Context: an optimization exercise on an open-source flow, tuned for small area. The choices shown serve that exercise and are no tape-out recipe.
At most, simulation tests tie the RTL to the original design; equivalence was not proved.
The RTL of runs 1 and 2 was laid out without a check of its function.
The flow treats the clock pin as an ideal source, which a real chip does not have.

$ cat flow/run.sh
#!/bin/bash
# synth_recipe.tcl (not shown) runs the flow's synth.tcl, then flattens the netlist and writes it again
# the make line also repeats each setting of config.mk as NAME=value (left out here)
make -C /OpenROAD-flow-scripts/flow DESIGN_CONFIG=/design/flow/config.mk WORK_HOME=/design/flow/orfs CLKGATE_MAP_FILE= SYNTH_SCRIPT=/design/flow/synth_recipe.tcl finish
$ cat flow/config.mk
export PLATFORM = sky130hd
export DESIGN_NAME = voice_synth
export DESIGN_NICKNAME = voice_synth
export VERILOG_FILES = /design/flow/design.v
export SDC_FILE = /design/flow/constraint.sdc
export NUM_CORES = 4
export LEC_CHECK = 0
export CAP_MARGIN = 0
export CORE_MARGIN = 2
export CORE_UTILIZATION = 50
export SLEW_MARGIN = 0
$ cat flow/constraint.sdc
create_clock -name core_clock -period 90.0 [get_ports {clk}]
set_input_delay 18.0000 -clock core_clock [delete_from_list [all_inputs] [get_ports {clk}]]
set_output_delay 18.0000 -clock core_clock [all_outputs]
set_load 0.01 [all_outputs]
$ cat flow/design.v
module synth_osc (
    input  wire        kind,      
    input  wire [11:0] period,
    input  wire        u,
    input  wire [10:0] z,
    output wire        next_u,
    output wire [10:0] next_z,
    output wire [16:0] addend
);
    wire [10:0] half = period[11:1];
    wire [11:0] zi   = z + 1'b1;
    wire        eq1  = (zi == {1'b0, half});       
    wire        eq2  = (z == half);                
    wire        wrap  = u && (period[0] ? eq2 : eq1);
    wire        at_h  = !u && eq1;
    wire        upper = u && !wrap;                
    assign next_u = upper || at_h;
    assign next_z = (wrap || at_h) ? 11'd0 : zi[10:0];
    wire [10:0] y  = z & {11{!wrap}};
    wire [15:0] lo = {{5{!wrap}}, ~z & {11{!wrap}}};
    reg [11:0] r, a, b, t;
    reg [12:0] cy;
    reg [15:0] f;
    reg        sub;
    integer i, j;
    always @(*) begin
        r = {1'b0, y};
        for (i = 15; i >= 0; i = i - 1) begin
            sub   = !r[11];
            a     = {r[10:0], lo[i]};
            b     = {1'b0, half} ^ {12{sub}};
            cy[0] = sub;
            for (j = 0; j < 12; j = j + 1) begin
                t[j]    = a[j] ^ b[j] ^ cy[j];
                cy[j+1] = (a[j] & b[j]) | (cy[j] & (a[j] ^ b[j]));
            end
            f[i] = !t[11];
            r    = t;
        end
    end
    assign addend = {kind & at_h, (kind ? f : 16'hffff) ^ {16{!upper}}};
endmodule
module voice_synth (
    input  wire        clk,
    input  wire        rst,
    input  wire [15:0] cfg_divisor,
    input  wire [3:0]  cfg_kind,
    input  wire [47:0] cfg_period,
    input  wire        tx_ready,
    output reg  [7:0]  tx_data,
    output reg         tx_accept
);
    localparam [1:0] P_COMPUTE = 2'd0, P_SENDACK = 2'd1, P_IDLE = 2'd2;
    reg [1:0] ph;
    reg [1:0] k;
    reg [15:0] w;
    reg        z;
    reg [11:0] c0, c1, c2, c3;
    reg [1:0]  pos;
    reg [1:0]  step;
    reg        fresh;
    reg [17:0] acc;
    wire xfer = (ph == P_SENDACK) && tx_ready;
    wire run  = xfer || (step != 2'd0);
    wire [11:0] nphase;
    wire [16:0] addend;
    synth_osc unit (
        .kind       (cfg_kind[pos]),
        .period     (cfg_period[pos*12 +: 12]),
        .u          (c0[11]),
        .z          (c0[10:0]),
        .next_u     (nphase[11]),
        .next_z     (nphase[10:0]),
        .addend     (addend)
    );
    wire [2:0]  ntri = cfg_kind[0] + cfg_kind[1] + cfg_kind[2] + cfg_kind[3];
    wire [17:0] base = xfer ? -{15'd0, ntri} : acc;
    always @(posedge clk) begin
        c0 <= c1; c1 <= c2; c2 <= c3;
        c3 <= run ? nphase : (fresh ? 12'd0 : c0);
        pos <= pos + 1'b1;
        if (rst) begin
            ph        <= P_COMPUTE;
            k         <= 2'd0;
            tx_accept <= 1'b0;
            tx_data   <= 8'd0;
            w         <= cfg_divisor;
            z         <= 1'b1;
            step      <= 2'd0;
            fresh     <= 1'b1;
            c3        <= 12'd0;
            pos       <= 2'd0;
            acc[17:10] <= (ntri == 3'd0) ? 8'd0   :
                          (ntri == 3'd1) ? 8'd63  :
                          (ntri == 3'd2) ? 8'd127 :
                          (ntri == 3'd3) ? 8'd191 : 8'd255;
        end else begin
            z <= (w == 16'd1);
            w <= (w == 16'd1) ? cfg_divisor : w - 1'b1;
            case (ph)
                P_COMPUTE: begin
                    if (k == 2'd2) begin
                        ph <= P_SENDACK;
                        k  <= 2'd0;
                    end else
                        k <= k + 1'b1;
                end
                P_SENDACK: begin
                    if (tx_ready) begin
                        ph        <= P_IDLE;
                        tx_accept <= 1'b1;
                        tx_data   <= acc[17:10];
                    end else
                        k <= 2'd1;
                end
                default: begin
                    tx_accept <= 1'b0;
                    if (z)
                        ph <= P_COMPUTE;
                    else if (k != 2'd2)
                        k <= k + 1'b1;
                end
            endcase
            if (run) begin
                fresh <= 1'b0;
                step  <= step + 1'b1;
                acc   <= base + addend;
            end
        end
    end
endmodule
==> results.txt, run 1 <==
Util after Layout=60.5%; Syn Inst Count=1189; Slew Limit Headroom=between 20% and 30%; antenna-violating nets left=0; net count after synthesis=1454; area of the multi-input gates=roughly 9000 sq um; Worst Path Max Fanout=12; register area=2200 sq um; Crit. End Element=flip-flop; WP data arrival=87.20 ns; Core ar.=approximately 23000 sq um; Via-to-Cell Ratio=5.24; Clock Tree Buf Depth=2; Primary FF master, synth=dfxtp_1; Fmax=roughly 11 MHz; Async S/R FF share, synth=0%; final RePlAce weighted congestion=0.874; EDFF count, synth=18; min setup slack post-route=2.89 ns; Diodes inserted=0; DR pass1 iterations=4; area growth from synthesis to layout=18.5%; Final Setup Violations=0; TritonCTS clock tree=built; detailed placement HPWL=21000 um; Worst-Margin Slew=1.11 ns; later-pin clock latency in the skew report=0.35 ns; Synth Area in XOR/XNOR=20.6%; post-synthesis adder-cell area fraction=31.0%; count of cell types in the netlist=72; All-Layer GR Usage=22.0%; first-pass GRT wire length=41900 um; Data required, critical path=90.09 ns; Total Nets Final=around 1500; synthesized flop and latch total=101; CTS buffer count=9; CTS Sinks=101; Die Ht=156 um; Max-Cap Viols=0; # port buffers=79; yosys warns=2; starting density of the core=51.1%; initial antenna violation count=0; Hold Crit Class=flip-flop to flip-flop; pre-CTS WS=-1.30 ns; final wirelength=25800 um; fin cells=1574; min Tclk post-route=between 80 and 90 ns; routed len/inst=16.4 um; Final Max Tran Viols=0; DRC Markers=0; Fin. Hold Viols=0; # H-tree levels=3; grt total ovfl=0; Clock transition at path regs=0.08 ns; register area share after synthesis=19.0%; # rows=55; placed cells=1531; Root Buffer=clkbuf_16; Setup Skew=between 0.01 and 0.015 ns; CP max stage delay=around 0.56 ns; IO Count=80; Synth Area in Compound Gates=7.74%; synthesized area per cell=slightly below 10 sq um; Final Cycle Share=96.8%; simple-gate share of the synthesized area=11.3%; status=finished clean; CP max-delay cell=or4_4; Layout fillers=2004; mapped cell area=about 12000 sq um; die area=between 20000 and 25000 sq um; mux cell area share after synthesis=3.53%; Worst Setup Start Kind=input pin; largest family of logic cells by synthesized area=adder cells; layout cells sized above 1=15.5%; Die Span X=156 um; crit path kind=input pin to flip-flop; CP most frequent cell=fa_1; DR iter-0 viols=372; # hold bufs at CTS=0; via count=8246; vias in the first global route=8210; largest net degree at the start of global routing=44
[critical path: cells and delay by family]
| kind | cells | cell delay [ns] |
|---|---|---|
| mux | 5 | 1.59 |
| xor+xnor | 51 | 9.31 |
| buf+inv | 56 | 4.63 |
| simple gates | 13 | 4.07 |
| fa+ha+maj | 154 | 47.05 |
| compound gates | 15 | 2.47 |
[metrics by stage]
stage / area (sq um) / hold WS, ns / setup TNS [ns]
3_5_place_dp: 12800 / 0.312 / -3.58
5_1_grt: 13700 / 0.335 / -0.154
6_report: 13700 / 0.330 / 0
2_1_floorplan: 11600 / 0.310 / 0
3_3_place_gp: 12800 / 0.310 / -0.433
4_1_cts: 13100 / 0.330 / 0
[kinds of logic after synthesis]
family                   after synthesis
flip-flops                           101
buffers and inverters                196
AO/OA/AOI/OAI                        145
XOR/XNOR                             262
AND/OR/NAND/NOR                      263
multiplexers                          28
adder cells (fa/ha/maj)              194
[synth_stat cells, types with 24 or more instances]
master	number	area, sq um
xnor2_1	226	1980
fa_1	154	3080
inv_1	118	443
nor2_1	92	345
dfxtp_1	83	1660
nand2_1	67	251
a21oi_1	49	245
ha_1	40	500
o21ai_0	39	195
clkbuf_1	33	124
xor2_1	28	245
buf_2	24	120
[flip-flops by register name, summed over array words and instances, names as in the netlist]
register and cells:
w 16, c3 12, z 1, tx_accept 1, c2 12, tx_data 8
acc 18, c0 12, step 2, pos 2, c1 12, fresh 1
k 2, ph 2
[routing by layer]
metal | vias up | wire [um] | GRT usage (%)
li1 | 3995 | - | -
met1 | 4095 | 11800 | 30.6
met2 | 130 | 12700 | 37.5
met3 | 26 | 923 | 2.64
met4 | 0 | 383 | 4.15
met5 | - | 0 | 0
[path summary, 6_finish.rpt]
kind	start	to	slack, ns	cells after the start
min reg2reg	c3[6]	c2[6]	0.33	0
max	cfg_period[46]	acc[16]	2.89	294
min	c3[6]	c2[6]	0.33	0
max reg2reg	pos[1]	acc[16]	20.04	294
[placed cells by master, fill, tap and decap left out, types with 6 or more instances in the layout]
cell type	n
a211oi_1	6
a21o_1	6
a21oi_1	45
and2_1	7
buf_4	69
clkbuf_16	9
clkdlybuf4s50_1	79
dfxtp_1	83
edfxtp_1	18
fa_1	127
fa_2	27
ha_1	40
inv_1	118
inv_2	9
mux2_2	7
mux2i_1	10
mux4_2	9
nand2_1	67
nand2b_1	8
nand3_1	14
nand4_1	6
nor2_1	92
nor3_1	15
nor3b_1	6
nor4_1	8
o21a_1	10
o21ai_0	35
o31ai_1	7
or3_1	6
or4_1	6
xnor2_1	205
xnor2_2	20
xor2_1	22
[layout make-up]
type | count | share of cell area (%)
clock buffer | 9 | 1.64
clock inverter | 7 | 0.703
inverter | 128 | 3.51
multi-input combinational | 892 | 65.6
sequential | 101 | 16.1
tap | 285 | 2.60
timing repair buffer | 152 | 9.88
[repair_timing]
item	CTS	global route
endpoints found under the setup margin	4	18
endpoints found under the hold margin	0	0
gates cloned	0	1
pin swaps	1	34
resized for setup	5	83
setup buffers	1	25
==> run 2, diff against run 1 <==
--- a/flow/design.v
+++ b/flow/design.v
@@ -59,2 +59,3 @@
     reg [1:0]  pos;
+    reg [11:0] per;      
     reg [1:0]  step;
@@ -62,2 +63,3 @@
     reg [17:0] acc;
+    wire [1:0] pos_next = pos + 1'b1;
     wire xfer = (ph == P_SENDACK) && tx_ready;
@@ -68,3 +70,3 @@
         .kind       (cfg_kind[pos]),
-        .period     (cfg_period[pos*12 +: 12]),
+        .period     (per),
         .u          (c0[11]),
@@ -81,2 +83,3 @@
         pos <= pos + 1'b1;
+        per <= cfg_period[pos_next*12 +: 12];
         if (rst) begin
==> flow/flow/run.sh (new file) <==
#!/bin/bash
# The standard layout (the standard.sh: standard synthesis, floorplan,
# placement, CTS, routing), with the ports buffered by the smallest buffer
# instead of the one buffer_ports picks by default.
set -euo pipefail
export BUFFER_PORTS_ARGS="-buffer_cell sky130_fd_sc_hd__buf_1"
bash standard.sh finish > standard_finish.log 2>&1
==> flow/standard.sh (new file) <==
#!/bin/bash
# synth_recipe.tcl (not shown) runs the flow's synth.tcl, then flattens the netlist and writes it again
# the make line also repeats each setting of config.mk as NAME=value (left out here)
make -C /OpenROAD-flow-scripts/flow DESIGN_CONFIG=/design/flow/config.mk WORK_HOME=/design/flow/orfs CLKGATE_MAP_FILE= SYNTH_SCRIPT=/design/flow/synth_recipe.tcl "${@:-finish}"
removed: flow/run.sh
==> run 2 against run 1 <==
Critical endpoint unchanged; count of clock-buffer cells in the layout up 10; synthesized cell count down 0.67%; global-route usage down 1.7 points; sequential share of layout area up 3.0 points; clock skew about the same.
==> results.txt, run 2 <==
starting density of the core=51.3% (+0.27 points); CP max stage delay=1.11 ns (+0.55 ns); Clock transition at path regs=0.06 ns (-0.02 ns); Final Setup Violations=0 (unchanged); postcts setup bufs=0 (-1); mapped cell area=11700 sq um (+1.1%); cts repair resizes=0 (-5); Data required, critical path=90.12 ns (+0.03 ns); Placement Cell Area=12200 sq um (-4.4%); count of cell types in the netlist=71 (-1.4%); CP max-delay cell=dfxtp_1; # port buffers=79 (unchanged); layout cells sized above 1=7.59% (-7.9 points); Worst Setup Start Kind=flip-flop; min Tclk post-route=74.62 ns (-12.49 ns); pre-CTS WS=15.29 ns (+16.58 ns); yosys warns=2 (unchanged); CTS buffer count=17 (+8); top cells by count, synth=xnor2_1, fa_1, inv_1; largest registers=acc x18, w x16; Total Nets Final=1491 (-3.7%); setup_tns=0 ns (unchanged); Fin. Hold Viols=0 (unchanged); DR iter-0 viols=358 (-3.8%); DR pass1 iterations=4 (unchanged); Crit. End Element=flip-flop; Hold Crit Class=flip-flop to flip-flop; Core ar.=22800 sq um (+0.61%); die area=24600 sq um (+1.1%); All-Layer GR Usage=20.3% (-1.7 points); grt total ovfl=0 (unchanged); IO Count=80 (unchanged); crit path kind=flip-flop to flip-flop; register area share after synthesis=20.9% (+1.8 points); CTS Sinks=113 (+12%); min setup slack post-route=15.38 ns (+12.49 ns); Clock Tree Buf Depth=2 (unchanged); commonest non-fill, non-tap cells in the layout=xnor2_1, fa_1, inv_1; cell depth of the worst hold path=0 (unchanged); final RePlAce weighted congestion=0.880 (+0.66%); synthesized flop and latch total=113 (+12%); CP Depth=294 (unchanged); net count after synthesis=1446 (-0.55%); status=finished clean; Die Ht=157 um (+0.55%); Buf/Inv on CP=54 (-3.6%); initial antenna violation count=0 (unchanged); Final Cycle Share=82.9% (-14 points); synthesized area per cell=9.90 sq um (+1.8%); Worst-Margin Slew=1.24 ns (+0.128 ns); FF-to-FF path depth=294 (unchanged); Root Buffer=clkbuf_16; largest register by flop count=acc; Async S/R FF share, synth=0% (unchanged); commonest non-fill, non-tap cell in the layout=xnor2_1; top-count cell post-synth=xnor2_1; top cell family by delay on the critical path=adder cells; Slew Limit Headroom=17.1% (-8.8 points); RSZ-0062 raised after global routing=no; Largest register FFs=18 (unchanged); antenna-violating nets left=0 (unchanged); later-pin clock latency in the skew report=0.41 ns (+0.06 ns); # H-tree levels=4 (+1); final wirelength=23200 um (-9.9%); via count=7926 (-3.9%); Die Span X=157 um (+0.55%); Synth area leaders=fa_1, dfxtp_1, xnor2_1; EDFF count, synth=18 (unchanged); post-synth top area share=26.4% (-0.30 points); # rows=55 (unchanged); largest net degree at the start of global routing=45 (+2.3%); Final Max Tran Viols=0 (unchanged); area growth from synthesis to layout=9.47%; Max-Cap Viols=0 (unchanged); dominant cell type by area after synthesis=fa_1; routed len/inst=15.0 um (-8.6%); Fmax=13.4 MHz (+17%); Via-to-Cell Ratio=5.11 (-2.5%); Diodes inserted=0 (unchanged); vias in the first global route=7934 (-3.4%); WP data arrival=74.74 ns (-12.46 ns); Syn Inst Count=1181 (-0.67%); TritonCTS clock tree=built; Primary FF master, synth=dfxtp_1; DRC Markers=0 (unchanged); CP most frequent cell=fa_1; Setup Skew=0.0103 ns (+0.000105 ns); # hold bufs at CTS=0 (unchanged); cell area after layout=12800 sq um (-6.5%); Worst Path Max Fanout=18 (+6); first-pass GRT wire length=39200 um (-6.5%); detailed placement HPWL=18600 um (-11%)
[run 2: final cells by class]
class,count,area [sq um]
Inverter,128,480
Fill cell,2070,9970
Clock buffer,19,475
Tap cell,313,392
Clock inverter,13,135
Sequential cell,113,2440
Timing Repair Buffer,97,433
Multi-Input combinational cell,869,8450
[run 2: logic make-up after synthesis]
group	after synthesis	synth area share [%]
compound gates	161	8.52
flops	113	20.9
simple gates	236	9.42
mux	20	3.12
fa+ha+maj	194	30.6
xor+xnor	258	20.5
buf+inv	199	6.91
[run 2: layer usage]
metal  routed length, um  GRT usage, %
met5                   0             0
met4                 272          4.94
met3                 687          2.31
met2               11200          34.1
met1               11000          28.4
[run 2: worst reg2reg max path, delay by kind of cell, from the launching register on]
kind | cells | cell delay, ns
adder cells (fa/ha/maj) | 154 | 48.48
XOR/XNOR | 59 | 13.09
AO/OA/AOI/OAI | 18 | 3.52
flip-flops | 1 | 1.11
multiplexers | 1 | 0.11
AND/OR/NAND/NOR | 8 | 2.76
buffers and inverters | 54 | 5.21
[run 2: worst paths after layout]
check          start  slack [ns]       to
min            c1[0]        0.32    c0[0]
max reg2reg  per[11]       15.38  acc[16]
max          per[11]       15.38  acc[16]
min reg2reg    c1[0]        0.32    c0[0]
[run 2: per-stage QoR]
step | instances | util (%) | hold slack (ns)
after floorplan | 1181 | - | 0.310
after global placement | 1520 | 53.5 | 0.310
after detailed placement | 1520 | 53.5 | 0.312
after CTS | 1552 | 56.2 | 0.324
after global routing | 1552 | 56.2 | 0.325
final | 1552 | 56.2 | 0.322
==> run 3, diff against run 2 <==
--- a/flow/design.v
+++ b/flow/design.v
@@ -1,2 +1,3 @@
 module synth_osc (
+    input  wire        en,        
     input  wire        kind,      
@@ -40,3 +41,4 @@
     end
-    assign addend = {kind & at_h, (kind ? f : 16'hffff) ^ {16{!upper}}};
+    wire is_tri = en && kind;
+    assign addend = {is_tri & at_h, (is_tri ? f : 16'hffff) ^ {16{!(en && upper)}}};
 endmodule
@@ -69,2 +71,3 @@
     synth_osc unit (
+        .en         (run),
         .kind       (cfg_kind[pos]),
@@ -95,6 +98,6 @@
             pos       <= 2'd0;
-            acc[17:10] <= (ntri == 3'd0) ? 8'd0   :
-                          (ntri == 3'd1) ? 8'd63  :
-                          (ntri == 3'd2) ? 8'd127 :
-                          (ntri == 3'd3) ? 8'd191 : 8'd255;
+            acc <= {(ntri == 3'd0) ? 8'd0   :
+                    (ntri == 3'd1) ? 8'd63  :
+                    (ntri == 3'd2) ? 8'd127 :
+                    (ntri == 3'd3) ? 8'd191 : 8'd255, 10'd0};
         end else begin
@@ -126,2 +129,3 @@
             endcase
+            acc <= base + addend;
             if (run) begin
@@ -129,3 +133,2 @@
                 step  <= step + 1'b1;
-                acc   <= base + addend;
             end
==> flow/run.sh (new file) <==
#!/bin/bash
# synth_recipe.tcl (not shown) runs the flow's synth.tcl, then flattens the netlist and writes it again
# the make line also repeats each setting of config.mk as NAME=value (left out here)
make -C /OpenROAD-flow-scripts/flow DESIGN_CONFIG=/design/flow/config.mk WORK_HOME=/design/flow/orfs CLKGATE_MAP_FILE= SYNTH_SCRIPT=/design/flow/synth_recipe.tcl finish
removed: flow/flow/run.sh
removed: flow/standard.sh
==> run 3 against run 2 <==
Wire length is 9.9% higher; core utilization up 2.0 points; die area fell by 1.8%; global-route usage up 2.6 points; critical path depth shrank 7; first-iteration DRC count is 12% higher; design area grew 2.5%.
==> results.txt, run 3 <==
status=finished clean; Async S/R FF share, synth=0% (unchanged); final RePlAce weighted congestion=0.854 (-3.0%); net count after synthesis=1453 (+0.48%); Synth Area in XOR/XNOR=21.2% (+0.70 points); Fmax=13.6 MHz (+1.3%); # H-tree levels=4 (unchanged); worst reg-to-reg setup slack=16.36 ns (+0.98 ns); antenna-violating nets left=0 (unchanged); commonest non-fill, non-tap cell in the layout=xnor2_1; Core ar.=22600 sq um (-0.91%); TritonCTS clock tree=built; starting density of the core=50.9% (-0.46 points); Final Max Tran Viols=0 (unchanged); Diodes inserted=0 (unchanged); dominant cell type by area after synthesis=fa_1; synthesized area per cell=9.67 sq um (-2.4%); Root Buffer=clkbuf_16; later-pin clock latency in the skew report=0.42 ns (about the same); cts repair resizes=0 (unchanged); RR Startpoint=c0[0]; FF-to-FF path depth=287 (-2.4%); final wirelength=25600 um (+9.9%); top cells by count, synth=xnor2_1, fa_1, inv_1; placed cells=1509 (-0.72%); fin cells=1541 (-0.71%); IO Count=80 (unchanged); layout cells sized above 1=7.40% (-0.18 points); EDFF count, synth=0 (-18); CTS buffer count=17 (unchanged); Largest register FFs=18 (unchanged); Clock transition at path regs=0.06 ns (about the same); Synth Area in Compound Gates=8.28% (-0.24 points); Final Setup Violations=0 (unchanged); Synth area leaders=fa_1, dfxtp_1, xnor2_1; grt total ovfl=0 (unchanged); WP data arrival=73.95 ns (-0.79 ns); count of cell types in the netlist=64 (-9.9%); yosys warns=2 (unchanged); Worst Path Max Fanout=22 (+4); largest family of logic cells by synthesized area=adder cells; register area share after synthesis=19.7% (-1.2 points); vias in the first global route=8519 (+7.4%); Worst Setup Start Kind=flip-flop; area growth from synthesis to layout=14.3%; worst hold endpoint=c1[11]; DR pass1 iterations=4 (unchanged); CP max-delay cell=xnor2_2; Final Cycle Share=81.8% (-1.1 points); postcts setup bufs=0 (unchanged); initial antenna violation count=0 (unchanged); All-Layer GR Usage=22.9% (+2.6 points); DRC Markers=0 (unchanged); CP most frequent cell=fa_1; Reg-to-Reg End=acc[14]; Syn Inst Count=1188 (+0.59%); Hold Crit Class=flip-flop to flip-flop; top-count cell post-synth=xnor2_1; detailed placement HPWL=19300 um (+4.0%); CTS Sinks=113 (unchanged); # rows=55 (unchanged); worst hold path startpoint=c2[11]; setup_tns=0 ns (unchanged); Util after Layout=58.2% (+2.0 points); largest register by flop count=acc; Primary FF master, synth=dfxtp_1; Crit. End Element=flip-flop; # port buffers=79 (unchanged); largest registers=acc x18, w x16; first-pass GRT wire length=43500 um (+11%); Worst-Margin Slew=1.04 ns (-0.196 ns); die area=24200 sq um (-1.8%); largest net degree at the start of global routing=59 (+31%); Clock Tree Buf Depth=2 (unchanged); synthesized flop and latch total=113 (unchanged); Max-Cap Viols=0 (unchanged); # hold bufs at CTS=0 (unchanged); Via-to-Cell Ratio=5.21 (+2.0%); Total Nets Final=1508 (+1.1%); mapped cell area=11500 sq um (-1.8%); Slew Limit Headroom=29.9% (+13 points); via count=8026 (+1.3%); Setup Skew=0.00833 ns (-0.00199 ns); post-synth top area share=26.8% (+0.48 points); Data required, critical path=90.31 ns (+0.19 ns); DR iter-0 viols=401 (+12%); crit path kind=flip-flop to flip-flop; Die Ht=156 um (-0.88%); simple-gate share of the synthesized area=10.1% (+0.63 points); RSZ-0062 raised after global routing=no; Die Span X=156 um (-0.88%); post-synthesis adder-cell area fraction=31.2% (+0.56 points); min Tclk post-route=73.64 ns (-0.979 ns); hold slack=0.318 ns (-0.00369 ns); CP max stage delay=0.85 ns (-0.26 ns); routed len/inst=16.6 um (+11%); Fin. Hold Viols=0 (unchanged); commonest non-fill, non-tap cells in the layout=xnor2_1, fa_1, inv_1; mux cell area share after synthesis=3.00% (-0.13 points); cell depth of the worst hold path=0 (unchanged)
[run 3: cell types whose count changed after synthesis, sizes merged, moves of 13 or more]
cell,before,now
xnor2,194,223
edfxtp,18,0
clkbuf,31,46
dfxtp,95,113
nor2,73,86
buf,40,19
xor2,62,40
[run 3: through the flow]
| stage | cell area (sq um) | setup slack (ns) |
|---|---|---|
| floorplan | 11500 | 20.91 |
| detailed placement | 12500 | 16.24 |
| global route | 13100 | 12.06 |
| finish | 13100 | 16.36 |
| global placement | 12500 | 17.37 |
| CTS | 13100 | 16.13 |
[run 3: per-layer routing]
metal	GRT usage [%]	vias to the layer above	wire length, um
li1	-	3880	-
met1	29.3	4002	11300
met2	41.6	124	13100
met3	3.58	20	867
met4	4.28	0	285
met5	0	-	0
[run 3: logic make-up (layout without fill, tap and decap cells)]
kind of cell	Yosys count	in the layout
AO/OA/AOI/OAI	155	155
multiplexers	18	18
flip-flops	113	113
buffers and inverters	196	264
XOR/XNOR	264	264
adder cells (fa/ha/maj)	194	194
AND/OR/NAND/NOR	248	248
[run 3: area by class of cell]
type | instances | area (sq um)
multi-input combinational | 879 | 8480
fill | 2022 | 9440
inverter | 131 | 492
clock buffer | 18 | 429
tap | 285 | 357
timing repair buffer | 101 | 951
clock inverter | 14 | 154
sequential | 113 | 2260
[run 3: worst max-delay path by stage]
stage	from	endpoint	slack (ns)	cells after the start
finish	c0[0]	acc[14]	16.36	287
global route	c0[0]	acc[14]	12.06	287
global placement	c0[0]	acc[14]	17.37	287
floorplan	c0[0]	acc[14]	20.91	293
detailed placement	c0[0]	acc[14]	16.24	287
CTS	c0[0]	acc[14]	16.13	287
[run 3: critical path, delay by kind of cell (launching register included)]
family | cells | cell delay, ns
buf+inv | 53 | 4.82
compound gates | 19 | 3.84
flops | 1 | 0.51
fa+ha+maj | 155 | 48.58
simple gates | 6 | 1.90
xor+xnor | 54 | 13.74
==> run 4, diff against run 3 <==
==> flow/flow/run.sh (new file) <==
#!/bin/bash
# The standard layout (the standard.sh: standard synthesis, floorplan,
# placement, CTS, routing) with two changes: the ports are buffered by the
# smallest buffer instead of the one buffer_ports picks by default, and the
# clock tree is built of clkbuf_8 cells without dummy loads.
set -euo pipefail
export BUFFER_PORTS_ARGS="-buffer_cell sky130_fd_sc_hd__buf_1"
export CTS_ARGS="-sink_clustering_enable -repair_clock_nets -dont_use_dummy_load -buf_list sky130_fd_sc_hd__clkbuf_8"
bash standard.sh finish > standard_finish.log 2>&1
==> flow/standard.sh (new file) <==
#!/bin/bash
# synth_recipe.tcl (not shown) runs the flow's synth.tcl, then flattens the netlist and writes it again
# the make line also repeats each setting of config.mk as NAME=value (left out here)
make -C /OpenROAD-flow-scripts/flow DESIGN_CONFIG=/design/flow/config.mk WORK_HOME=/design/flow/orfs CLKGATE_MAP_FILE= SYNTH_SCRIPT=/design/flow/synth_recipe.tcl "${@:-finish}"
--- a/flow/config.mk
+++ b/flow/config.mk
@@ -10,2 +10,3 @@
 export CORE_UTILIZATION = 50
+export GPL_TIMING_DRIVEN = 0
 export SLEW_MARGIN = 0
removed: flow/run.sh
==> run 4 against run 3 <==
Worst setup slack worse by 4.0 ns; clock skew up 0.036 ns; die area did not move; worst hold slack worse by 0.012 ns; cell count is 1.8% higher; synthesized cell count is the same; count of clock-buffer cells in the layout decreased by 1; critical endpoint unchanged.
==> results.txt, run 4 <==
commonest non-fill, non-tap cells in the layout=xnor2_1, fa_1, inv_1; yosys warns=2 (unchanged); synthesized flop and latch total=113 (unchanged); area growth from synthesis to layout=7.72%; Hold Crit Class=flip-flop to flip-flop; CTS Sinks=113 (unchanged); top-count cell post-synth=xnor2_1; Root Buffer=clkbuf_8; Worst Path Max Fanout=10 (-55%); die area=24200 sq um (unchanged); vias in the first global route=8765 (+2.9%); Largest register FFs=18 (unchanged); register area share after synthesis=19.7% (unchanged); top cells by count, synth=xnor2_1, fa_1, inv_1; Fin. Hold Viols=0 (unchanged); fin cells=1569 (+1.8%); RSZ-0062 raised after global routing=no; CP max-delay cell=clkbuf_1; Total Nets Final=1551 (+2.9%); Core ar.=22600 sq um (unchanged); Worst Setup Start Kind=flip-flop; Clock transition at path regs=0.08 ns (+0.02 ns); area of the multi-input gates=8470 sq um (-0.18%); Data required, critical path=90.32 ns (about the same); count of cell types in the netlist=64 (unchanged); Final Max Tran Viols=0 (unchanged); cell depth of the worst hold path=0 (unchanged); dominant cell type by area after synthesis=fa_1; Setup Skew=0.0446 ns (+0.0362 ns); Slew Limit Headroom=28.6% (-1.3 points); # H-tree levels=4 (unchanged); detailed placement HPWL=21500 um (+11%); antenna-violating nets left=0 (unchanged); IO Count=80 (unchanged); EDFF count, synth=0 (unchanged); Diodes inserted=0 (unchanged); TritonCTS clock tree=built; WP data arrival=77.91 ns (+3.96 ns); largest registers=acc x18, w x16; Final Cycle Share=86.2% (+4.4 points); first-pass GRT wire length=45000 um (+3.3%); Crit. End Element=flip-flop; largest net degree at the start of global routing=17 (-71%); grt total ovfl=0 (unchanged); min Tclk post-route=77.60 ns (+3.96 ns); # rows=55 (unchanged); Die Ht=156 um (unchanged); layout cells sized above 1=5.22% (-2.2 points); starting density of the core=50.9% (unchanged); later-pin clock latency in the skew report=0.44 ns (+0.02 ns); Async S/R FF share, synth=0% (unchanged); postcts setup bufs=0 (unchanged); DR pass1 iterations=5 (+1); setup_tns=0 ns (unchanged); mapped cell area=11500 sq um (unchanged); # hold bufs at CTS=0 (unchanged); commonest non-fill, non-tap cell in the layout=xnor2_1; DR iter-0 viols=367 (-8.5%); Syn Inst Count=1188 (unchanged); routed len/inst=17.2 um (+3.5%); placed cells=1552 (+2.8%); via count=8307 (+3.5%); initial antenna violation count=0 (unchanged); CTS buffer count=17 (unchanged); cts repair resizes=0 (unchanged); # port buffers=79 (unchanged); final wirelength=26900 um (+5.4%); status=finished clean; All-Layer GR Usage=23.9% (+0.96 points); Final Setup Violations=0 (unchanged); CP max stage delay=0.63 ns (-0.22 ns); final RePlAce weighted congestion=0.861 (+0.83%); crit path kind=flip-flop to flip-flop; Worst-Margin Slew=1.07 ns (+0.0273 ns); DRC Markers=0 (unchanged); Primary FF master, synth=dfxtp_1; synthesized area per cell=9.67 sq um (unchanged); largest register by flop count=acc; Fmax=12.9 MHz (-5.1%); Max-Cap Viols=0 (unchanged); Clock Tree Buf Depth=2 (unchanged); post-synth top area share=26.8% (unchanged); CP most frequent cell=fa_1; Die Span X=156 um (unchanged); register area=2260 sq um (unchanged); Layout fillers=2161 (+6.9%); Synth area leaders=fa_1, dfxtp_1, xnor2_1; Via-to-Cell Ratio=5.29 (+1.7%); net count after synthesis=1453 (unchanged); FF-to-FF path depth=293 (+2.1%)
==> run 4: cell families (layout without fill, tap and decap cells) <==
kind of cell / Yosys count / count (layout) / synth area share, %
adder cells (fa/ha/maj): 194 / 194 / 31.2
multiplexers: 18 / 18 / 3.00
AND/OR/NAND/NOR: 248 / 248 / 10.1
flip-flops: 113 / 113 / 19.7
AO/OA/AOI/OAI: 155 / 155 / 8.28
XOR/XNOR: 264 / 264 / 21.2
buffers and inverters: 196 / 292 / 6.57
==> run 4: worst paths after layout <==
check | to | slack [ns] | start
hold reg to reg | c1[0] | 0.31 | c2[0]
setup / recovery | acc[14] | 12.40 | c0[1]
hold / removal | c1[0] | 0.31 | c2[0]
setup reg to reg | acc[14] | 12.40 | c0[1]
==> run 4: routing by layer <==
| layer | wire [um] | vias up | track usage, % |
|---|---|---|---|
| met1 | 12000 | 4174 | 30.6 |
| li1 | - | 3947 | - |
| met4 | 413 | 0 | 6.07 |
| met5 | 0 | - | 0 |
| met3 | 851 | 33 | 2.89 |
| met2 | 13700 | 153 | 43.0 |
==> run 4: critical path, delay by kind of cell, from the launching register on <==
family | cells | cell delay [ns]
buffers and inverters | 59 | 8.75
AOI/OAI and AO/OA | 21 | 3.95
muxes | 1 | 0.20
adders and majority gates | 155 | 48.53
DFF | 1 | 0.50
and+or+nand+nor | 6 | 1.71
xor gates and xnor gates | 51 | 13.76
==> run 4: metrics by stage <==
| step | util (%) | instance area (sq um) | hold WS (ns) | setup slack [ns] |
|---|---|---|---|---|
| 2_1_floorplan | - | 11500 | 0.310 | 20.91 |
| 3_3_place_gp | 53.8 | 12100 | 0.310 | 13.41 |
| 6_report | 54.8 | 12400 | 0.307 | 12.40 |
| 5_1_grt | 54.8 | 12400 | 0.309 | 8.06 |
| 4_1_cts | 54.8 | 12400 | 0.303 | 12.50 |
| 3_5_place_dp | 53.8 | 12100 | 0.312 | 12.42 |
==> run 4: area by class of cell <==
type	count	share of cell area, %
multi-input combinational	879	68.4
sequential	113	18.3
inverter	131	3.97
tap	285	2.88
timing repair buffer	79	2.40
buffer	65	2.12
clock buffer	17	1.89
==> run 5, diff against run 4 <==
--- a/flow/config.mk
+++ b/flow/config.mk
@@ -10,3 +10,2 @@
 export CORE_UTILIZATION = 50
-export GPL_TIMING_DRIVEN = 0
 export SLEW_MARGIN = 0
==> run 5 against run 4 <==
Worst hold slack worse by 0.0041 ns; die area is the same; worst setup slack gained 2.5 ns; design area down 0.90%; sequential share of layout area increased by 0.17 points; critical path depth decreased by 10; sequential cell count stayed put; first-iteration DRC count is 25% lower; critical path type unchanged.
==> results.txt, run 5 <==
Syn Inst Count=1188 (unchanged); RSZ-0062 raised after global routing=no; Primary FF master, synth=dfxtp_1; Placement Cell Area=12000 sq um (-0.92%); Util after Layout=54.3% (-0.49 points); Core ar.=22600 sq um (unchanged); mux cell area share after synthesis=3.00% (unchanged); worst reg-to-reg setup slack=14.89 ns (+2.49 ns); pre-CTS WS=14.85 ns (+2.43 ns); count of cell types in the netlist=64 (unchanged); Worst Setup Start Kind=flip-flop; largest net degree at the start of global routing=58 (+41); initial antenna violation count=0 (unchanged); Clock transition at path regs=0.09 ns (about the same); final wirelength=24800 um (-8.0%); # hold bufs at CTS=0 (unchanged); post-synthesis adder-cell area fraction=31.2% (unchanged); IO Count=80 (unchanged); DR iter-0 viols=277 (-25%); Reg-to-Reg End=acc[14]; die area=24200 sq um (unchanged); detailed placement HPWL=19000 um (-11%); routed len/inst=16.3 um (-5.2%); starting density of the core=50.9% (unchanged); largest register by flop count=acc; final RePlAce weighted congestion=0.859 (-0.23%); Slew Limit Headroom=13.9% (-15 points); dominant cell type by area after synthesis=fa_1; synthesized area per cell=9.67 sq um (unchanged); fin cells=1523 (-2.9%); largest registers=acc x18, w x16; cell depth of the worst hold path=0 (unchanged); setup_tns=0 ns (unchanged); Final Cycle Share=83.5% (-2.8 points); top-count cell post-synth=xnor2_1; WP data arrival=75.43 ns (-2.48 ns); synthesized flop and latch total=113 (unchanged); status=finished clean; # H-tree levels=4 (unchanged); vias in the first global route=8396 (-4.2%); min setup slack post-route=14.89 ns (+2.49 ns); Root Buffer=clkbuf_8; Clock Tree Buf Depth=2 (unchanged); via count=7927 (-4.6%); Worst Setup SP=c0[0]; postcts setup bufs=0 (unchanged); CTS Sinks=113 (unchanged); Final Max Tran Viols=0 (unchanged); DR pass1 iterations=4 (-1); Fin. Hold Viols=0 (unchanged); Max-Cap Viols=0 (unchanged); RR Startpoint=c0[0]; critical path endpoint=acc[14]; layout cells sized above 1=6.06% (+0.84 points); crit path kind=flip-flop to flip-flop; CP max stage delay=1.03 ns (+0.40 ns); CP max-delay cell=xor2_1; CTS buffer count=17 (unchanged); Largest register FFs=18 (unchanged); Synth Area in XOR/XNOR=21.2% (unchanged); Crit. End Element=flip-flop; top cells by count, synth=xnor2_1, fa_1, inv_1; simple-gate share of the synthesized area=10.1% (unchanged); grt total ovfl=0 (unchanged); Data required, critical path=90.32 ns (about the same); Via-to-Cell Ratio=5.20 (-1.7%); hold slack=0.302 ns (-0.00407 ns); # port buffers=79 (unchanged); post-synth top area share=26.8% (unchanged); Synth area leaders=fa_1, dfxtp_1, xnor2_1; antenna-violating nets left=0 (unchanged); FF-to-FF path depth=283 (-3.4%); Async S/R FF share, synth=0% (unchanged); net count after synthesis=1453 (unchanged); first-pass GRT wire length=42600 um (-5.4%); Worst Path Max Fanout=22 (+12); TritonCTS clock tree=built; Die Span X=156 um (unchanged); # rows=55 (unchanged); Synth Area in Compound Gates=8.28% (unchanged); Final Setup Violations=0 (unchanged); cell area after layout=12300 sq um (-0.90%); Setup Skew=0.0406 ns (-0.00399 ns); Fmax=13.3 MHz (+3.3%); All-Layer GR Usage=22.3% (-1.6 points); later-pin clock latency in the skew report=0.44 ns (about the same); commonest non-fill, non-tap cell in the layout=xnor2_1; yosys warns=2 (unchanged); Worst-Margin Slew=1.29 ns (+0.216 ns); commonest non-fill, non-tap cells in the layout=xnor2_1, fa_1, inv_1; Layout fillers=2119 (-1.9%); cts repair resizes=0 (unchanged); placed cells=1506 (-3.0%); Diodes inserted=0 (unchanged); register area share after synthesis=19.7% (unchanged); DRC Markers=0 (unchanged); CP most frequent cell=fa_1; Total Nets Final=1505 (-3.0%); largest family of logic cells by synthesized area=adder cells; area growth from synthesis to layout=6.75%; min Tclk post-route=75.11 ns (-2.49 ns); EDFF count, synth=0 (unchanged); Hold Crit Class=flip-flop to flip-flop; mapped cell area=11500 sq um (unchanged); Die Ht=156 um (unchanged)
[run 5: cell counts after synthesis]
No cell type changed its count.
[run 5: cell type report]
cell class	count	area, sq um	area share, %
sequential	113	2260	18.4
clock buffer	17	234	1.91
inverter	131	492	4.01
multi-input combinational	879	8480	69.1
tap	285	357	2.91
timing repair buffer	98	440	3.59
[run 5: worst min-delay path by stage]
stage	start	endpoint	slack, ns
after floorplan	c1[0]	c0[0]	0.31
after global placement	c2[7]	c1[7]	0.31
after detailed placement	c1[2]	c0[2]	0.31
after CTS	c1[1]	c0[1]	0.30
after global routing	c1[1]	c0[1]	0.30
final	c1[1]	c0[1]	0.30
[run 5: logic make-up (layout without fill, tap and decap cells)]
logic type               Yosys count  in the layout
AND/OR/NAND/NOR                  248            248
flip-flops                       113            113
XOR/XNOR                         264            264
AO/OA/AOI/OAI                    155            155
buffers and inverters            196            246
adder cells (fa/ha/maj)          194            194
multiplexers                      18             18
[run 5: routing by layer]
layer | routed length, um | vias up | track usage (%)
met1 | 11000 | 3930 | 28.5
li1 | - | 3860 | -
met3 | 692 | 29 | 3.44
met5 | 0 | - | 0
met2 | 12700 | 108 | 39.6
met4 | 401 | 0 | 5.94
[run 5: critical path: cells and delay by family (launching register included)]
| kind | cells | cell delay, ns |
|---|---|---|
| compound gates | 21 | 4.36 |
| xor+xnor | 52 | 15.37 |
| buf+inv | 49 | 3.89 |
| fa+ha+maj | 155 | 48.82 |
| flops | 1 | 0.53 |
| simple gates | 6 | 1.96 |
==> run 6, diff against run 5 <==
==> flow/flow/run.sh (replaced) <==
#!/bin/bash
# The standard layout (standard.sh) with these changes:
#  - synthesis maps the logic for area (flow/synth_area.tcl);
#  - the ports are buffered by the smallest buffer instead of the one
#    buffer_ports picks by default;
#  - the clock tree is built of clkbuf_8 cells, without dummy loads.
set -euo pipefail
W=$(pwd)
export AREA_ABC_SCRIPT=$W/flow/abc_area.script
export FLOW_SYNTH_TCL=$W/synth_recipe.tcl
export BUFFER_PORTS_ARGS="-buffer_cell sky130_fd_sc_hd__buf_1"
export CTS_ARGS="-sink_clustering_enable -repair_clock_nets -dont_use_dummy_load -buf_list sky130_fd_sc_hd__clkbuf_8"
sed "s#SYNTH_SCRIPT=[^ ]*#SYNTH_SCRIPT=$W/flow/synth_area.tcl#" standard.sh > standard_area.sh
grep -q "SYNTH_SCRIPT=$W/flow/synth_area.tcl" standard_area.sh
bash standard_area.sh finish > standard_finish.log 2>&1
==> flow/flow/abc_area.script (new file) <==
strash
dc2
dch -f
amap
topo
==> flow/flow/synth_area.tcl (new file) <==
# The standard synthesis (synth_recipe.tcl: ORFS synthesis without the fsm
# and share passes, then flatten and rename) with two changes to the mapping
# of the logic between the registers: no full-adder extraction, and ABC maps
# with an area-oriented script (flow/abc_area.script) instead of ORFS's speed
# script.  Registers are mapped before both, so they are the same.
set ::area_abc_script $::env(AREA_ABC_SCRIPT)
proc extract_fa {args} { }
proc abc {args} {
  set i [lsearch -exact $args -script]
  if { $i >= 0 } { lset args [expr { $i + 1 }] $::area_abc_script }
  yosys abc {*}$args
}
source $::env(FLOW_SYNTH_TCL)
==> run 6 against run 5 <==
Still clean; critical path type unchanged; global-route usage grew 7.5 points; via count grew 54%; synthesized cell count grew 39%; fmax grew 29%; wire length grew 27%; sequential cell count is the same; die area shrank 14%; non-clock buffer count grew 19; highest routed layer unchanged; first-iteration DRC count grew to 3.0 times the previous value; clock skew shrank 0.012 ns; sequential share of layout area grew 2.0 points.
==> results.txt, run 6 <==
Die Ht=145 um (-7.0%); synthesized area per cell=5.99 sq um (-38%); hold slack=0.305 ns (+0.00289 ns); Largest register FFs=18 (unchanged); Data required, critical path=90.29 ns (-0.03 ns); Reg-to-Reg End=acc[16]; dominant cell type by area after synthesis=dfxtp_1; Diodes inserted=0 (unchanged); Clock Tree Buf Depth=2 (unchanged); routed len/inst=15.3 um (-5.9%); pre-CTS WS=33.06 ns (+18.21 ns); DR pass1 iterations=6 (+2); placed cells=2033 (+35%); # rows=51 (-7.3%); All-Layer GR Usage=29.8% (+7.5 points); initial antenna violation count=0 (unchanged); # H-tree levels=4 (unchanged); final wirelength=31400 um (+27%); Root Buffer=clkbuf_8; Worst Path Max Fanout=23 (+4.5%); Slew Limit Headroom=41.0% (+27 points); Crit. End Element=flip-flop; Hold Crit Class=flip-flop to flip-flop; commonest non-fill, non-tap cell in the layout=o21ai_0; worst hold endpoint=c1[0]; Primary FF master, synth=dfxtp_1; cts repair resizes=0 (unchanged); yosys warns=2 (unchanged); FF-to-FF path depth=461 (+63%); grt total ovfl=0 (unchanged); CTS Sinks=113 (unchanged); postcts setup bufs=0 (unchanged); Worst Setup Start Kind=flip-flop; CP most frequent cell=nand2_1; Buf/Inv on CP=39 (-20%); detailed placement HPWL=22500 um (+18%); largest net degree at the start of global routing=38 (-34%); cell depth of the worst hold path=0 (unchanged); Final Max Tran Viols=0 (unchanged); Async S/R FF share, synth=0% (unchanged); Final Cycle Share=64.8% (-19 points); die area=20900 sq um (-14%); vias in the first global route=10400 (+24%); area growth from synthesis to layout=11.6%; TritonCTS clock tree=built; min setup slack post-route=31.72 ns (+16.83 ns); Via-to-Cell Ratio=5.96 (+15%); Worst-Margin Slew=0.881 ns (-0.406 ns); RSZ-0062 raised after global routing=no; post-synth top area share=22.9% (-4.0 points); setup_tns=0 ns (unchanged); # port buffers=79 (unchanged); largest register by flop count=acc; final RePlAce weighted congestion=0.869 (+1.2%); top cells by count, synth=o21ai_0, nor2_1, nand2_1; Max-Cap Viols=0 (unchanged); via count=12200 (+54%); top cell family by delay on the critical path=compound AO/OA/AOI/OAI gates; mapped cell area=9890 sq um (-14%); DRC Markers=0 (unchanged); synthesized flop and latch total=113 (unchanged); Clock transition at path regs=0.06 ns (-0.03 ns); Final Setup Violations=0 (unchanged); Synth area leaders=dfxtp_1, o21ai_0, o22ai_1; top-count cell post-synth=o21ai_0; Die Span X=145 um (-7.0%); antenna-violating nets left=0 (unchanged); largest registers=acc x18, w x16; Core ar.=19500 sq um (-14%); CP max stage delay=0.59 ns (-0.44 ns); commonest non-fill, non-tap cells in the layout=o21ai_0, nor2_1, nand2_1; EDFF count, synth=0 (unchanged); Fin. Hold Viols=0 (unchanged); # hold bufs at CTS=0 (unchanged); DR iter-0 viols=824 (+200%); first-pass GRT wire length=50100 um (+18%); WP data arrival=58.57 ns (-16.86 ns); CTS buffer count=17 (unchanged); IO Count=80 (unchanged); worst reg-to-reg setup slack=31.72 ns (+16.83 ns); min Tclk post-route=58.28 ns (-16.83 ns); layout cells sized above 1=3.19% (-2.9 points); Placement Cell Area=10800 sq um (-10%); Setup Skew=0.0283 ns (-0.0123 ns); CP max-delay cell=a21oi_1; fin cells=2050 (+35%); Total Nets Final=1858 (+23%); crit path kind=flip-flop to flip-flop; Fmax=17.2 MHz (+29%); later-pin clock latency in the skew report=0.43 ns (about the same); Syn Inst Count=1651 (+39%); status=finished clean; register area share after synthesis=22.9% (+3.2 points); RR Startpoint=c0[0]; count of cell types in the netlist=40 (-38%); net count after synthesis=1722 (+19%); worst hold path startpoint=c2[0]; cell area after layout=11000 sq um (-9.9%); starting density of the core=50.8% (about the same)
[run 6: changes by cell type after synthesis, moves of 154 or more]
cell / delta
a21oi_1: +154
xnor2_1: -216
fa_1: -154
nand2_1: +160
o22ai_1: +187
nor2_1: +196
o21ai_0: +315
[run 6: metal layers]
metal  global-route usage (%)  part of all wire [%]  routed length (um)  vias up
met2                     50.5                    45               14300      337
met3                     3.59                   5.2                1640       66
met4                     11.2                   2.6                 816        0
met1                     39.0                    47               14700     5344
met5                        0                     0                   0        -
li1                         -                     -                   -     6473
[run 6: cell type report]
type	instances	area, sq um
Timing Repair Buffer	117	583
Sequential cell	113	2260
Clock buffer	17	234
Fill cell	2001	8420
Tap cell	265	332
Inverter	91	342
Multi-Input combinational cell	1447	7290
[run 6: metrics by stage]
| step | utilization, % |
|---|---|
| final | 56.8 |
| after global routing | 56.8 |
| after CTS | 56.8 |
| after detailed placement | 55.6 |
| after global placement | 55.6 |
| after floorplan | - |
[run 6: cells by family (layout without fill, tap and decap cells)]
group,count (synthesis),count (layout),synth area share (%)
buf+inv,91,225,3.45
flops,113,113,22.9
compound gates,881,881,51.1
simple gates,566,566,22.6
[run 6: worst max path at each step]
stage,to,slack [ns],from,depth (start not counted)
after global placement,acc[16],34.75,c0[0],461
after floorplan,acc[16],33.64,c0[0],428
after global routing,acc[16],21.14,c0[0],461
final,acc[16],31.72,c0[0],461
after detailed placement,acc[16],33.06,c0[0],461
after CTS,acc[16],32.70,c0[0],461
==> run 7, diff against run 6 <==
--- a/flow/design.v
+++ b/flow/design.v
@@ -82,2 +82,13 @@
     wire [17:0] base = xfer ? -{15'd0, ntri} : acc;
+    wire [17:0] add18 = {1'b0, addend};
+    reg  [17:0] acc_sum;
+    reg  [18:0] acy;
+    integer n;
+    always @(*) begin
+        acy[0] = 1'b0;
+        for (n = 0; n < 18; n = n + 1) begin
+            acc_sum[n] = base[n] ^ add18[n] ^ acy[n];
+            acy[n+1]   = (base[n] & add18[n]) | (acy[n] & (base[n] ^ add18[n]));
+        end
+    end
     always @(posedge clk) begin
@@ -129,3 +140,3 @@
             endcase
-            acc <= base + addend;
+            acc <= acc_sum;
             if (run) begin
--- a/flow/flow/synth_area.tcl
+++ b/flow/flow/synth_area.tcl
@@ -4,3 +4,5 @@
 # with an area-oriented script (flow/abc_area.script) instead of ORFS's speed
-# script.  Registers are mapped before both, so they are the same.
+# script.  Registers are mapped before both, so they are the same.  ABC also
+# leaves out the _0 cells: each has a _1 cell of the same area that drives
+# harder.
 set ::area_abc_script $::env(AREA_ABC_SCRIPT)
@@ -10,2 +12,5 @@
   if { $i >= 0 } { lset args [expr { $i + 1 }] $::area_abc_script }
+  foreach c {o21ai_0 a21boi_0 and2_0 or2_0 o311ai_0 a2111oi_0} {
+    lappend args -dont_use sky130_fd_sc_hd__$c
+  }
   yosys abc {*}$args
==> run 7 against run 6 <==
Non-clock buffer count shrank 9; clock skew decreased by 0.0059 ns; core utilization shrank 0.57 points; design area shrank 1.7%; wire length decreased by 3.4%; count of clock-buffer cells in the layout did not move; die area decreased by 1.1%; global-route usage down 0.73 points; fmax decreased by 3.6%; synthesized cell count shrank 1.0%.
==> results.txt, run 7 <==
status=finished clean; RSZ-0062 raised after global routing=no; postcts setup bufs=0 (unchanged); Primary FF master, synth=dfxtp_1; via count=12100 (-1.3%); Clock transition at path regs=0.06 ns (about the same); post-synth top area share=23.1% (+0.26 points); EDFF count, synth=0 (unchanged); placed cells=2007 (-1.3%); largest registers=acc x18, w x16; # hold bufs at CTS=0 (unchanged); first-pass GRT wire length=48800 um (-2.5%); cts repair resizes=0 (unchanged); worst hold endpoint=c2[1]; grt peak-use layer=met2; min setup slack post-route=29.54 ns (-2.18 ns); net count after synthesis=1705 (-0.99%); CP max stage delay=0.80 ns (+0.21 ns); count of cell types in the netlist=33 (-18%); die area=20700 sq um (-1.1%); Fmax=16.5 MHz (-3.6%); Setup Skew=0.0223 ns (-0.00593 ns); Total Nets Final=1832 (-1.4%); Data required, critical path=90.28 ns (about the same); fin cells=2024 (-1.3%); M2 GR Usage=49.7% (-0.81 points); Core ar.=19300 sq um (-0.66%); Die Span X=144 um (-0.56%); top cell family by delay on the critical path=compound AO/OA/AOI/OAI gates; worst reg-to-reg setup slack=29.54 ns (-2.18 ns); Diodes inserted=0 (unchanged); DR iter-0 viols=941 (+14%); mapped cell area=9780 sq um (-1.1%); routed len/inst=15.0 um (-2.1%); Synth Area in XOR/XNOR=0% (unchanged); worst hold path startpoint=c3[1]; CTS buffer count=17 (unchanged); antenna-violating nets left=0 (unchanged); final RePlAce weighted congestion=0.902 (+3.7%); Worst-Margin Slew=1.04 ns (+0.163 ns); M1 GR Usage=37.4% (-1.6 points); DRC Markers=0 (unchanged); Crit. End Element=flip-flop; Synth area leaders=dfxtp_1, o21ai_1, o22ai_1; largest register by flop count=acc; register area share after synthesis=23.1% (+0.26 points); Async S/R FF share, synth=0% (unchanged); CTS Sinks=113 (unchanged); commonest non-fill, non-tap cells in the layout=o21ai_1, nand2_1, nor2_1; top-count cell post-synth=o21ai_1; Hold Crit Class=flip-flop to flip-flop; yosys warns=2 (unchanged); All-Layer GR Usage=29.1% (-0.73 points); Worst Setup Start Kind=flip-flop; # rows=51 (unchanged); Final Max Tran Viols=0 (unchanged); largest family of logic cells by synthesized area=compound AO/OA/AOI/OAI gates; synthesized flop and latch total=113 (unchanged); met3 GRT Util=3.50% (-0.088 points); DR pass1 iterations=6 (unchanged); Clock Tree Buf Depth=2 (unchanged); min Tclk post-route=60.46 ns (+2.18 ns); CP max-delay cell=a21oi_1; Reg-to-Reg End=acc[17]; detailed placement HPWL=21900 um (-2.6%); Die Ht=144 um (-0.56%); Final Setup Violations=0 (unchanged); WP data arrival=60.74 ns (+2.17 ns); # port buffers=79 (unchanged); # H-tree levels=4 (unchanged); final wirelength=30400 um (-3.4%); FF-to-FF path depth=469 (+1.7%); TritonCTS clock tree=built; top cells by count, synth=o21ai_1, nand2_1, nor2_1; hold slack=0.312 ns (+0.00665 ns); dominant cell type by area after synthesis=dfxtp_1; pre-CTS WS=30.92 ns (-2.14 ns); Max-Cap Viols=0 (unchanged); Worst Path Max Fanout=24 (+4.3%); Root Buffer=clkbuf_8; vias in the first global route=10200 (-2.0%); later-pin clock latency in the skew report=0.42 ns (about the same); post-synthesis adder-cell area fraction=0% (unchanged); synthesized area per cell=5.99 sq um (-0.11%); mux cell area share after synthesis=0% (unchanged); grt total ovfl=0 (unchanged); Slew Limit Headroom=30.4% (-11 points); Buf/Inv on CP=35 (-10%); Syn Inst Count=1634 (-1.0%); initial antenna violation count=0 (unchanged); IO Count=80 (unchanged); RR Startpoint=c0[1]; Layout fillers=2058 (+2.8%); Fin. Hold Viols=0 (unchanged); cell depth of the worst hold path=0 (unchanged); setup_tns=0 ns (unchanged); Via-to-Cell Ratio=5.96 (about the same); simple-gate share of the synthesized area=23.2% (+0.64 points); area growth from synthesis to layout=11.1%; CP most frequent cell=nand2_1; commonest non-fill, non-tap cell in the layout=o21ai_1; Synth Area in Compound Gates=50.7% (-0.45 points); starting density of the core=50.6% (-0.25 points); layout cells sized above 1=2.67% (-0.52 points); Final Cycle Share=67.2% (+2.4 points); crit path kind=flip-flop to flip-flop; largest net degree at the start of global routing=36 (-5.3%); Largest register FFs=18 (unchanged)
[run 7: layout make-up]
cell class / instances / area, sq um / share of cell area, %
multi-input combinational: 1443 / 7230 / 66.5
sequential: 113 / 2260 / 20.8
timing repair buffer: 108 / 515 / 4.75
tap: 265 / 332 / 3.05
inverter: 78 / 293 / 2.70
clock buffer: 17 / 234 / 2.15
[run 7: per-layer routing]
metal / up-vias / routed length [um]
li1: 6422 / -
met1: 5245 / 13900
met2: 325 / 13900
met3: 65 / 1660
met4: 0 / 885
met5: - / 0
[run 7: metrics by stage]
step / instance area (sq um) / utilization [%]
floorplan: 9780 / -
global placement: 10600 / 55.0
detailed placement: 10600 / 55.0
CTS: 10900 / 56.2
global route: 10900 / 56.2
finish: 10900 / 56.2
[run 7: worst max-delay path by stage]
stage | startpoint | end | slack [ns] | cells after the start
finish | c0[1] | acc[17] | 29.54 | 469
global route | c0[1] | acc[17] | 20.20 | 469
CTS | c0[1] | acc[17] | 30.63 | 469
detailed placement | c0[1] | acc[17] | 30.92 | 469
global placement | c0[1] | acc[17] | 32.05 | 466
floorplan | c0[1] | acc[17] | 33.79 | 453
[run 7: logic make-up (layout without fill, tap and decap cells)]
group,Yosys count,count (layout)
compound gates,863,863
buf+inv,78,203
flops,113,113
simple gates,580,580
[run 7: worst register-to-register path: cells and delay by family, from the launching register on]
family          cells  cell delay (ns)
compound gates    213            29.41
buf+inv            35             9.80
flops               1             0.44
simple gates      221            20.61
==> run 8, diff against run 7 <==
--- a/flow/flow/run.sh
+++ b/flow/flow/run.sh
@@ -5,3 +5,9 @@
 #    buffer_ports picks by default;
-#  - the clock tree is built of clkbuf_8 cells, without dummy loads.
+#  - the clock tree is built of clkbuf_8 cells, without dummy loads, and
+#    after CTS each of them that can drive its clock pins with a slew of at
+#    most 100 ps becomes a clkbuf_4 (flow/post_cts.tcl);
+#  - after global routing, repair_timing -recover_power downsizes gates off
+#    the critical paths.
+# Every step's full log is in orfs/logs/ as ORFS writes it; make's own output
+# is in standard_finish.log.
 set -euo pipefail
@@ -12,2 +18,4 @@
 export CTS_ARGS="-sink_clustering_enable -repair_clock_nets -dont_use_dummy_load -buf_list sky130_fd_sc_hd__clkbuf_8"
+export POST_CTS_TCL=$W/flow/post_cts.tcl
+export RECOVER_POWER=100
 sed "s#SYNTH_SCRIPT=[^ ]*#SYNTH_SCRIPT=$W/flow/synth_area.tcl#" standard.sh > standard_area.sh
==> flow/flow/post_cts.tcl (new file) <==
estimate_parasitics -placement
set limit 0.100
set n_small 0
foreach inst [get_cells * -filter "ref_name == sky130_fd_sc_hd__clkbuf_8"] {
  set name [get_full_name $inst]
  if { ![string match "clkbuf_*" $name] } { continue }
  set out [get_nets -of_objects [get_pins $name/X]]
  set loads [get_pins -of_objects $out -filter "direction == input"]
  replace_cell $name sky130_fd_sc_hd__clkbuf_4
  set worst 0
  foreach p $loads {
    set s [get_property $p slew_max]
    if { $s > $worst } { set worst $s }
  }
  if { $worst > $limit } {
    replace_cell $name sky130_fd_sc_hd__clkbuf_8
  } else {
    incr n_small
  }
}
set worst 0
foreach p [get_pins -hierarchical */CLK] {
  set s [get_property $p slew_max]
  if { $s > $worst } { set worst $s }
}
puts "post_cts: $n_small clock buffers now clkbuf_4; worst clock pin slew $worst"
detailed_placement
check_placement -verbose
==> run 8 against run 7 <==
The layout now fails its checks (max-capacitance violations, max-slew violations); sequential share of layout area grew 0.29 points; first-iteration DRC count shrank 8.4%; critical path depth shrank 3; core utilization shrank 0.78 points; critical endpoint unchanged; synthesized area is the same.
==> results.txt, run 8 <==
status=finished with violations; SO Faults=max-capacitance violations, max-slew violations; Max-Cap Viols=2 (+2); detailed placement HPWL=21900 um (unchanged); final RePlAce weighted congestion=0.902 (unchanged); final wirelength=30400 um (about the same); yosys warns=2 (unchanged); TritonCTS clock tree=built; initial antenna violation count=0 (unchanged); Clock transition at path regs=0.09 ns (+0.03 ns); largest register by flop count=acc; Fin. Hold Viols=0 (unchanged); area growth from synthesis to layout=9.50%; setup_tns=0 ns (unchanged); worst reg-to-reg setup slack=22.27 ns (-7.27 ns); critical path endpoint=acc[17]; FF-to-FF path depth=466 (-0.64%); top-count cell post-synth=o21ai_1; starting density of the core=50.6% (unchanged); worst hold path startpoint=c3[1]; WP data arrival=67.99 ns (+7.25 ns); Data required, critical path=90.26 ns (-0.02 ns); Final Cycle Share=75.3% (+8.1 points); Slew Limit Headroom=-15.8% (-46 points); synthesized area per cell=5.99 sq um (unchanged); # rows=51 (unchanged); commonest non-fill, non-tap cells in the layout=o21ai_1, nand2_1, nor2_1; IO Count=80 (unchanged); later-pin clock latency in the skew report=0.39 ns (-0.03 ns); CP max-delay cell=o21ai_0; Worst Path Max Fanout=24 (unchanged); All-Layer GR Usage=29.0% (-0.049 points); Final Setup Violations=0 (unchanged); CP max stage delay=1.16 ns (+0.36 ns); RSZ-0062 raised after global routing=no; top cells by count, synth=o21ai_1, nand2_1, nor2_1; routed len/inst=15.0 um (about the same); Die Span X=144 um (unchanged); CTS Sinks=113 (unchanged); DRC Markers=0 (unchanged); Primary FF master, synth=dfxtp_1; register area share after synthesis=23.1% (unchanged); CP most frequent cell=nand2_1; grt total ovfl=0 (unchanged); largest net degree at the start of global routing=36 (unchanged); Crit. End Element=flip-flop; largest registers=acc x18, w x16; # port buffers=79 (unchanged); Diodes inserted=0 (unchanged); EDFF count, synth=0 (unchanged); antenna-violating nets left=0 (unchanged); post-synth top area share=23.1% (unchanged); vias in the first global route=10200 (-0.049%); synthesized flop and latch total=113 (unchanged); min Tclk post-route=67.73 ns (+7.27 ns); layout cells sized above 1=1.82% (-0.85 points); RR Startpoint=c0[1]; Fmax=14.8 MHz (-11%); commonest non-fill, non-tap cell in the layout=o21ai_1; Synth area leaders=dfxtp_1, o21ai_1, o22ai_1; Worst Setup SP=c0[1]; Largest register FFs=18 (unchanged); die area=20700 sq um (unchanged); Total Nets Final=1832 (unchanged); Async S/R FF share, synth=0% (unchanged); dominant cell type by area after synthesis=dfxtp_1; Worst-Margin Slew=1.74 ns (+0.694 ns); DR iter-0 viols=862 (-8.4%); Worst Setup Start Kind=flip-flop; Syn Inst Count=1634 (unchanged); Reg-to-Reg End=acc[17]; Via-to-Cell Ratio=5.99 (+0.62%); first-pass GRT wire length=48800 um (-0.13%); Final Max Tran Viols=37 (+37); Core ar.=19300 sq um (unchanged); Hold Crit Class=flip-flop to flip-flop; Placement Cell Area=10600 sq um (unchanged); count of cell types in the netlist=33 (unchanged); DR pass1 iterations=5 (-1); Util after Layout=55.4% (-0.78 points); crit path kind=flip-flop to flip-flop; Setup Skew=0.0254 ns (+0.00306 ns); placed cells=2007 (unchanged); mapped cell area=9780 sq um (unchanged); via count=12100 (+0.62%); cell area after layout=10700 sq um (-1.4%); Die Ht=144 um (unchanged); fin cells=2024 (unchanged); net count after synthesis=1705 (unchanged)
==> run 8: cell counts after synthesis <==
Identical to the previous run, type by type.
==> run 8: cell families (layout without fill, tap and decap cells) <==
group	after synthesis	count (layout)	share of synthesized area, %
AO/OA/AOI/OAI	863	863	50.7
AND/OR/NAND/NOR	580	580	23.2
flip-flops	113	113	23.1
buffers and inverters	78	203	2.99
==> run 8: how the worst min path moves through the flow <==
stage | to | slack, ns | depth (start not counted)
floorplan | c0[0] | 0.31 | 0
global placement | c0[6] | 0.31 | 0
detailed placement | c0[10] | 0.31 | 0
global route | c2[1] | 0.32 | 0
finish | c2[1] | 0.31 | 0
==> run 8: final cells by class <==
class                      count  area (sq um)
fill                        2097          8620
inverter                      78           293
sequential                   113          2260
tap                          265           332
multi-input combinational   1443          7230
clock buffer                  17           140
timing repair buffer         108           459
==> run 8: critical path: cells and delay by family, from the launching register on <==
kind,cells,cell delay (ns)
AO/OA/AOI/OAI,212,29.91
buffers and inverters,34,16.08
flip-flops,1,0.46
AND/OR/NAND/NOR,220,20.99
==> run 8: per-stage QoR <==
stage | hold WS, ns | setup slack, ns
final | 0.307 | 22.27
after global routing | 0.323 | 12.35
after detailed placement | 0.312 | 30.92
after global placement | 0.310 | 32.05
after floorplan | 0.310 | 33.79
==> run 8: routing by layer <==
layer	vias up	global-route usage [%]	share of wire, %
met2	349	49.7	46
met5	-	0	0
met4	0	11.1	3.1
met1	5286	37.3	46
li1	6429	-	-
met3	68	3.47	5.5

[what the ideal ports hide]
In the flow no input, the clock included, has a driving cell. The finished layouts below were timed again as built, in two steps. Step 1 assumes that a clkbuf_16 drives the clock port and a buf_2 every other input. Step 2 adds t to the input delays and takes it off the output delays; t is the mean of the earliest and latest rising clock arrival at the registers after step 1. Input paths then give back, and output paths get back, about the clock's delay inside the block. Three values: no drivers, after step 1, after step 2; two values: the first two.
| run | t (ns) | setup slack, ns | hold slack, ns | worst slew at a driven data input, ns | pins driven straight from the clock port |
|---|---|---|---|---|---|
| run 1 | 0.383 | 2.890 / 2.907 / 2.524 | 0.330 / 0.330 / 0.330 | 0.04 | 1 |
| run 2 | 0.449 | 15.383 / 15.383 / 15.383 | 0.322 / 0.322 / 0.322 | 0.03 | 1 |
| run 3 | 0.455 | 16.362 / 16.362 / 16.362 | 0.318 / 0.318 / 0.318 | 0.06 | 1 |
| run 4 | 0.458 | 12.403 / 12.403 / 12.403 | 0.307 / 0.307 / 0.307 | 0.05 | 1 |
| run 5 | 0.461 | 14.890 / 14.890 / 14.890 | 0.302 / 0.302 / 0.302 | 0.05 | 1 |
| run 6 | 0.457 | 31.720 / 31.720 / 31.720 | 0.305 / 0.305 / 0.305 | 0.04 | 1 |
| run 7 | 0.448 | 29.540 / 29.540 / 29.540 | 0.312 / 0.312 / 0.312 | 0.06 | 1 |
| run 8 | 0.420 | 22.273 / 22.273 / 22.273 | 0.307 / 0.307 / 0.307 | 0.06 | 1 |
For run 1, which loses most, drivers alone change the setup slack by +0.017 ns; drivers and shift together by -0.366 ns.
